This design comes from an exercise in tuning for a short achievable clock period and few clock cycles on the open sky130 flow, not from production work.
For this run, only the layout was checked, not whether the RTL still works.
Power is estimated from default activity; no workload was simulated.

==> design/flow/design.v <==
module vig_permcore (
    input  wire       clk,
    input  wire       rst,         
    input  wire       in_valid,
    input  wire [1:0] in_op,       
    input  wire [7:0] in_data,
    input  wire [7:0] in_key,
    output wire       in_ready,
    output reg        out_valid,
    output reg  [7:0] out_data,
    input  wire       out_ready,
    output reg        pvalid
);
    localparam OP_SEED      = 2'd0;
    localparam OP_SEED_LAST = 2'd1;
    localparam K   = 8;            
    localparam LK  = 3;            
    localparam NC  = 256 / K;      
    localparam LC  = 8 - LK;       
    function automatic [16:0] wconst(input integer q, input integer k, input integer dg);
        integer n;
        reg [40:0] acc;
        begin
            acc = dg;
            for (n = 0; n < 3 * k; n = n + 1)
                acc = (acc * 2) % 65537;
            for (n = 0; n < q; n = n + 1)
                acc = (acc * 75) % 65537;
            wconst = acc[16:0];
        end
    endfunction
    function automatic [7:0] mod4step(input [7:0] r, input [1:0] bb,
                                      input [8:0] d1, input [9:0] d2, input [10:0] d3);
        reg [9:0]  r4;
        reg [10:0] x1, x2, x3;
        begin
            r4 = {r, bb};
            x1 = {1'b0, r4} - {2'b00, d1};
            x2 = {1'b0, r4} - {1'b0, d2};
            x3 = {1'b0, r4} - d3;
            if (!x3[10])
                mod4step = x3[7:0];
            else if (!x2[10])
                mod4step = x2[7:0];
            else if (!x1[10])
                mod4step = x1[7:0];
            else
                mod4step = r4[7:0];
        end
    endfunction
    reg        in_ready_r;
    reg        a_fire;
    reg  [1:0] a_op;
    reg  [7:0] a_data;
    reg  [7:0] a_key;
    assign in_ready = in_ready_r;
    wire in_fire  = in_valid && in_ready_r && !rst;
    wire out_fire = out_valid && out_ready;
    always @(posedge clk) begin
        a_op   <= in_op;
        a_data <= in_data;
        a_key  <= in_key;
        a_fire <= in_fire;
    end
    wire a_seed = a_fire && (a_op == OP_SEED);
    wire a_last = a_fire && (a_op == OP_SEED_LAST);
    wire a_xfrm = a_fire && a_op[1];
    reg  [15:0] h;
    wire [15:0] h_next = {h[10:0], 5'd0} + h + {8'd0, a_data};
    always @(posedge clk) begin
        if (rst)
            h <= 16'd5381;
        else if (a_seed)
            h <= h_next;
        else if (a_last)
            h <= 16'd5381;
    end
    reg           gen_run;
    reg  [LC-1:0] gen_c;
    reg  [16:0]   t_reg;       
    wire [17*2*K-1:0] u;       
    wire [16*K-1:0]   gb;      
    genvar gq, gk;
    generate
        for (gq = 1; gq <= 2 * K; gq = gq + 1) begin : g_mul
            wire [17*6-1:0] term;
            for (gk = 0; gk < 6; gk = gk + 1) begin : g_dig
                localparam [16:0] W1 = wconst(gq, gk, 1);
                localparam [16:0] W2 = wconst(gq, gk, 2);
                localparam [16:0] W3 = wconst(gq, gk, 3);
                localparam [16:0] W4 = wconst(gq, gk, 4);
                localparam [16:0] W5 = wconst(gq, gk, 5);
                localparam [16:0] W6 = wconst(gq, gk, 6);
                localparam [16:0] W7 = wconst(gq, gk, 7);
                wire [2:0] dg = (gk == 5) ? {1'b0, t_reg[16:15]} : t_reg[3 * gk +: 3];
                assign term[17 * gk +: 17] =
                    (dg == 3'd1) ? W1 : (dg == 3'd2) ? W2 : (dg == 3'd3) ? W3 :
                    (dg == 3'd4) ? W4 : (dg == 3'd5) ? W5 : (dg == 3'd6) ? W6 :
                    (dg == 3'd7) ? W7 : 17'd0;
            end
            wire [19:0] sum = term[0 +: 17] + term[17 +: 17] + term[34 +: 17] + term[51 +: 17] + term[68 +: 17] + term[85 +: 17];
            wire [16:0] lo  = {1'b0, sum[15:0]};
            wire [3:0]  hi  = sum[19:16];
            wire        neg = (lo < {13'd0, hi});
            wire [16:0] dif = lo - {13'd0, hi};
            assign u[17 * (gq - 1) +: 17] = neg ? dif + 17'd65537 : dif;
            assign gb[8 * (gq - 1) +: 8] = dif[7:0] - {7'd0, !neg};
        end
    endgenerate
    reg           g_v;
    reg  [LC-1:0] g_c;
    reg  [16*K-1:0] g_b;           
    reg  [9*K-1:0]  g_d1;          
    reg  [10*K-1:0] g_d2;          
    reg  [11*K-1:0] g_d3;          
    integer m, b;
    reg [8:0] dv;
    always @(posedge clk) begin
        if (rst) begin
            gen_run <= 1'b0;
            g_v     <= 1'b0;
        end else begin
            g_v <= gen_run;
            if (a_last)
                gen_run <= 1'b1;
            else if (gen_c == NC - 1)
                gen_run <= 1'b0;
        end
        if (a_last) begin
            t_reg <= {1'b0, h_next} + 17'd1;
            gen_c <= {LC{1'b0}};
        end else begin
            t_reg <= u[17 * (2 * K - 1) +: 17];
            gen_c <= gen_c + 1'b1;
        end
        g_c <= gen_c;
        g_b <= gb;
        for (m = 0; m < K; m = m + 1) begin
            dv = 9'd256 - {1'b0, gen_c, {LK{1'b0}}} - m;
            g_d1[9 * m +: 9]   <= dv;
            g_d2[10 * m +: 10] <= {dv, 1'b0};
            g_d3[11 * m +: 11] <= {dv, 1'b0} + dv;
        end
    end
    reg            d1_v;
    reg  [LC-1:0]  d1_c;
    reg  [8*K-1:0] d1_r;
    reg  [8*K-1:0] d1_b2;
    reg  [9*K-1:0]  d1_d1;
    reg  [10*K-1:0] d1_d2;
    reg  [11*K-1:0] d1_d3;
    reg            j_v;
    reg  [LC-1:0]  j_c;
    reg  [8*K-1:0] jr;
    reg [7:0] rr;
    always @(posedge clk) begin
        if (rst)
            d1_v <= 1'b0;
        else
            d1_v <= g_v;
        d1_c  <= g_c;
        d1_d1 <= g_d1;
        d1_d2 <= g_d2;
        d1_d3 <= g_d3;
        for (m = 0; m < K; m = m + 1) begin
            rr = 8'd0;
            for (b = 3; b >= 0; b = b - 1)
                rr = mod4step(rr, g_b[16 * m + 2 * b +: 2],
                              g_d1[9 * m +: 9], g_d2[10 * m +: 10], g_d3[11 * m +: 11]);
            d1_r[8 * m +: 8]  <= rr;
            d1_b2[8 * m +: 8] <= g_b[16 * m + 8 +: 8];
        end
    end
    always @(posedge clk) begin
        if (rst)
            j_v <= 1'b0;
        else
            j_v <= d1_v;
        j_c <= d1_c;
        for (m = 0; m < K; m = m + 1) begin
            rr = d1_r[8 * m +: 8];
            for (b = 3; b >= 0; b = b - 1)
                rr = mod4step(rr, d1_b2[8 * m + 2 * b +: 2],
                              d1_d1[9 * m +: 9], d1_d2[10 * m +: 10], d1_d3[11 * m +: 11]);
            jr[8 * m +: 8] <= rr;
        end
    end
    reg  [2047:0] perm;        
    wire [LC-1:0] blk = (NC - 1) - j_c;           
    wire          last_cyc = (j_c == NC - 1);
    reg  [K-1:0]   sv;                           
    reg  [8*K-1:0] pos_i;                        
    reg  [8*K-1:0] ival;                         
    reg  [8*K-1:0] jval;                         
    reg  [K-1:0]   eff;                          
    integer m2;
    always @(*) begin
        for (m = 0; m < K; m = m + 1) begin
            sv[m] = !(last_cyc && (m == K - 1));
            pos_i[8 * m +: 8] = {blk, {LK{1'b0}}} + (K - 1 - m);
        end
        for (m = 0; m < K; m = m + 1) begin
            ival[8 * m +: 8] = perm[8 * pos_i[8 * m +: 8] +: 8];
            jval[8 * m +: 8] = perm[8 * jr[8 * m +: 8] +: 8];
            for (m2 = 0; m2 < m; m2 = m2 + 1) begin
                if (jr[8 * m2 +: 8] == pos_i[8 * m +: 8])
                    ival[8 * m +: 8] = ival[8 * m2 +: 8];
                if (jr[8 * m2 +: 8] == jr[8 * m +: 8])
                    jval[8 * m +: 8] = ival[8 * m2 +: 8];
            end
        end
        for (m = 0; m < K; m = m + 1) begin
            eff[m] = sv[m];
            for (m2 = m + 1; m2 < K; m2 = m2 + 1)
                if (sv[m2] && jr[8 * m2 +: 8] == jr[8 * m +: 8])
                    eff[m] = 1'b0;
        end
    end
    wire [2047:0] perm_nx;
    genvar ge, gm;
    generate
        for (ge = 0; ge < 256; ge = ge + 1) begin : g_pos
            localparam [LK-1:0] SLOT = (K - 1) - (ge % K);
            wire [K-1:0] hit;
            wire [7:0]   jw_terms [0:K];
            assign jw_terms[0] = 8'd0;
            for (gm = 0; gm < K; gm = gm + 1) begin : g_hit
                assign hit[gm] = eff[gm] && (jr[8 * gm +: 8] == ge);
                assign jw_terms[gm + 1] = jw_terms[gm] | (hit[gm] ? ival[8 * gm +: 8] : 8'd0);
            end
            wire iw = (blk == (ge >> LK)) && sv[SLOT];
            assign perm_nx[8 * ge +: 8] =
                a_last           ? ge :
                (j_v && iw)      ? jval[8 * SLOT +: 8] :
                (j_v && |hit)    ? jw_terms[K] :
                                   perm[8 * ge +: 8];
        end
    endgenerate
    always @(posedge clk)
        perm <= perm_nx;
    reg        busy;
    reg  [1:0] cnt;            
    wire build_done = d1_v && (d1_c == NC - 1);    
    wire busy_nx    = (in_fire && in_op == OP_SEED_LAST) || (busy && !build_done);
    wire acc        = in_fire && in_op[1];
    wire [1:0] cnt_nx = cnt + acc - out_fire;
    always @(posedge clk) begin
        if (rst) begin
            busy       <= 1'b0;
            cnt        <= 2'd0;
            pvalid     <= 1'b0;
            in_ready_r <= 1'b1;
        end else begin
            busy       <= busy_nx;
            cnt        <= cnt_nx;
            in_ready_r <= !busy_nx && (cnt_nx != 2'd3);
            if (build_done)
                pvalid <= 1'b1;
        end
    end
    wire [7:0] enc_idx = a_data + a_key;
    wire [7:0] enc_val = perm[8 * enc_idx +: 8];
    reg  [7:0] inv_val;
    integer e;
    always @(*) begin
        inv_val = 8'd0;
        for (e = 0; e < 256; e = e + 1)
            if (perm[8 * e +: 8] == a_data)
                inv_val = inv_val | e[7:0];
    end
    wire [7:0] res = a_op[0] ? (inv_val - a_key) : enc_val;
    reg       q1v, q2v;
    reg [7:0] q1d, q2d;
    always @(posedge clk) begin
        if (rst) begin
            out_valid <= 1'b0;
            q1v       <= 1'b0;
            q2v       <= 1'b0;
        end else begin
            if (!out_valid || out_fire) begin
                if (q1v) begin
                    out_valid <= 1'b1;
                    out_data  <= q1d;
                    if (q2v) begin
                        q1d <= q2d;
                        q2v <= a_xfrm;
                        q2d <= res;
                    end else begin
                        q1v <= a_xfrm;
                        q1d <= res;
                    end
                end else begin
                    out_valid <= a_xfrm;
                    out_data  <= res;
                end
            end else if (a_xfrm) begin
                if (!q1v) begin
                    q1v <= 1'b1;
                    q1d <= res;
                end else begin
                    q2v <= 1'b1;
                    q2d <= res;
                end
            end
        end
    end
endmodule
==> design/flow/config.mk <==
export PLATFORM = sky130hd
export DESIGN_NAME = vig_permcore
export DESIGN_NICKNAME = vig_permcore
export VERILOG_FILES = /design/flow/design.v
export SDC_FILE = /design/flow/constraint.sdc
export NUM_CORES = 8
export LEC_CHECK = 0
export ABC_CLOCK_PERIOD_IN_PS = 8000
export CAP_MARGIN = 20
export CORE_MARGIN = 2
export CORE_UTILIZATION = 30
export PLACE_DENSITY = 0.5
export SLEW_MARGIN = 20
==> design/flow/constraint.sdc <==
create_clock -name core_clock -period 55.0 [get_ports {clk}]
set_input_delay 11.0000 -clock core_clock [delete_from_list [all_inputs] [get_ports {clk}]]
set_output_delay 11.0000 -clock core_clock [all_outputs]
set_load 0.01 [all_outputs]
==> design/flow/run.sh <==
#!/bin/bash
# synth_recipe.tcl (not shown) runs the flow's synth.tcl, then flattens the netlist and writes it again
# the make line also repeats each setting of config.mk as NAME=value (left out here)
make -C /OpenROAD-flow-scripts/flow DESIGN_CONFIG=/design/flow/config.mk WORK_HOME=/design/flow/orfs CLKGATE_MAP_FILE= SYNTH_SCRIPT=/design/flow/synth_recipe.tcl finish
==> metrics.md <==
| Metric | Value |
|---|---|
| Status | `did not finish` |
| Failing step | `global routing (5_1_grt)` |
| Tool error | `[ERROR GRT-0116] Global routing finished with congestion. Check the congestion regions in the DRC Viewer.` |
| Cells after synthesis | `between 50000 and 60000` |
| # resized after CTS | `0` |
| Sequential share of the synthesized area | `0.105` |
| Routability cong. | `1.32` |
| Global Route Usage Sum | `0.900` |
| Row cnt | `~470` |
| H-tree depth | `5` |
| Syn Nets | `~57000` |
| Synth area leaders | `mux4_2 30%, dfxtp_1 10%, o221ai_1 5.9%` |
| Vias in the first global route | `767000` |
| Die height | `1.28 mm` |
| # hold bufs at CTS | `0` |
| Die X | `1.28 mm` |
| Buffers on Ports | `32` |
| EDFF count, synth | `24` |
| Clock sink count | `around 2600` |
| Post-DP HPWL | `approximately 5300 mm` |
| First-pass GRT wire length | `9970 mm` |
| Mapped Avg Cell Area | `8.99 µm²` |
| Initial Utilization | `0.301` |
| Cell Area, Synth | `between 400000 and 500000 µm²` |
| Post-synth top area share | `0.303` |
| IO Pins | `33` |
| GRT overflow | `approximately 10000` |
| Ys async rst share | `0` |
| CTS Buffer Depth | `5` |
| Ys Warns | `1` |
| #FFs+latches synth | `~2600` |
| CTS root buf | `clkbuf_16` |
| Cell variety after synth | `107` |
| Primary FF master, synth | `dfxtp_1` |
| Setup Fix Bufs, Post-CTS | `0` |
| Largest net degree at the start of global routing | `about 120` |
| TritonCTS Buffers | `between 400 and 500` |
| Synth area leader | `mux4_2` |
-- Yosys cell counts (450+ instances only) --
cell / n
a21oi_1: 3660
a221oi_1: 1917
a222oi_1: 871
a31oi_1: 450
buf_1: 905
clkbuf_1: 6423
dfxtp_1: 2538
fa_1: 927
ha_1: 1714
inv_1: 1815
mux2i_1: 597
mux4_2: 6584
nand2_1: 3961
nand2b_1: 671
nand3_1: 540
nor2_1: 4245
nor3_1: 598
nor4_1: 564
o211ai_1: 1208
o21ai_0: 2653
o221ai_1: 3299
xnor2_1: 1615
xor2_1: 1775
-- through the flow --
stage                     total power, µW  instances  area, µm²  setup WS, ns
after floorplan                     59700      54500     490000         42.43
after global placement             108000      74600     544000         40.75
after detailed placement           108000      74700     545000         40.74
after CTS                          112000      75400     559000         41.08
-- kinds of logic after synthesis --
group           after synthesis  share of synthesized area
flops                      2562                      0.105
simple gates              12100                      0.111
compound gates            17000                      0.249
fa+ha+maj                  2641                     0.0817
mux                        7372                      0.319
xor+xnor                   3393                     0.0607
buf+inv                    9391                     0.0727
-- power groups by stage --
stage          clock [µW]  sequential [µW]  combinational, µW
4_1_cts              3040             3720             105000
3_5_place_dp            0             3760             104000
3_3_place_gp            0             3770             105000
2_1_floorplan           0             3030              56700
-- worst min path at each step --
stage | to | startpoint | slack [ns]
CTS | jr[16] | d1_b2[16] | 0.32
detailed placement | d1_b2[11] | g_b[27] | 0.31
global placement | jr[2] | d1_b2[2] | 0.31
floorplan | d1_b2[0] | g_b[8] | 0.31
-- metal layers --
metal,overflow,global-route usage
met2,4066,0.962
met1,1472,0.910
met3,1678,0.847
met5,180,0.758
met4,2672,0.860
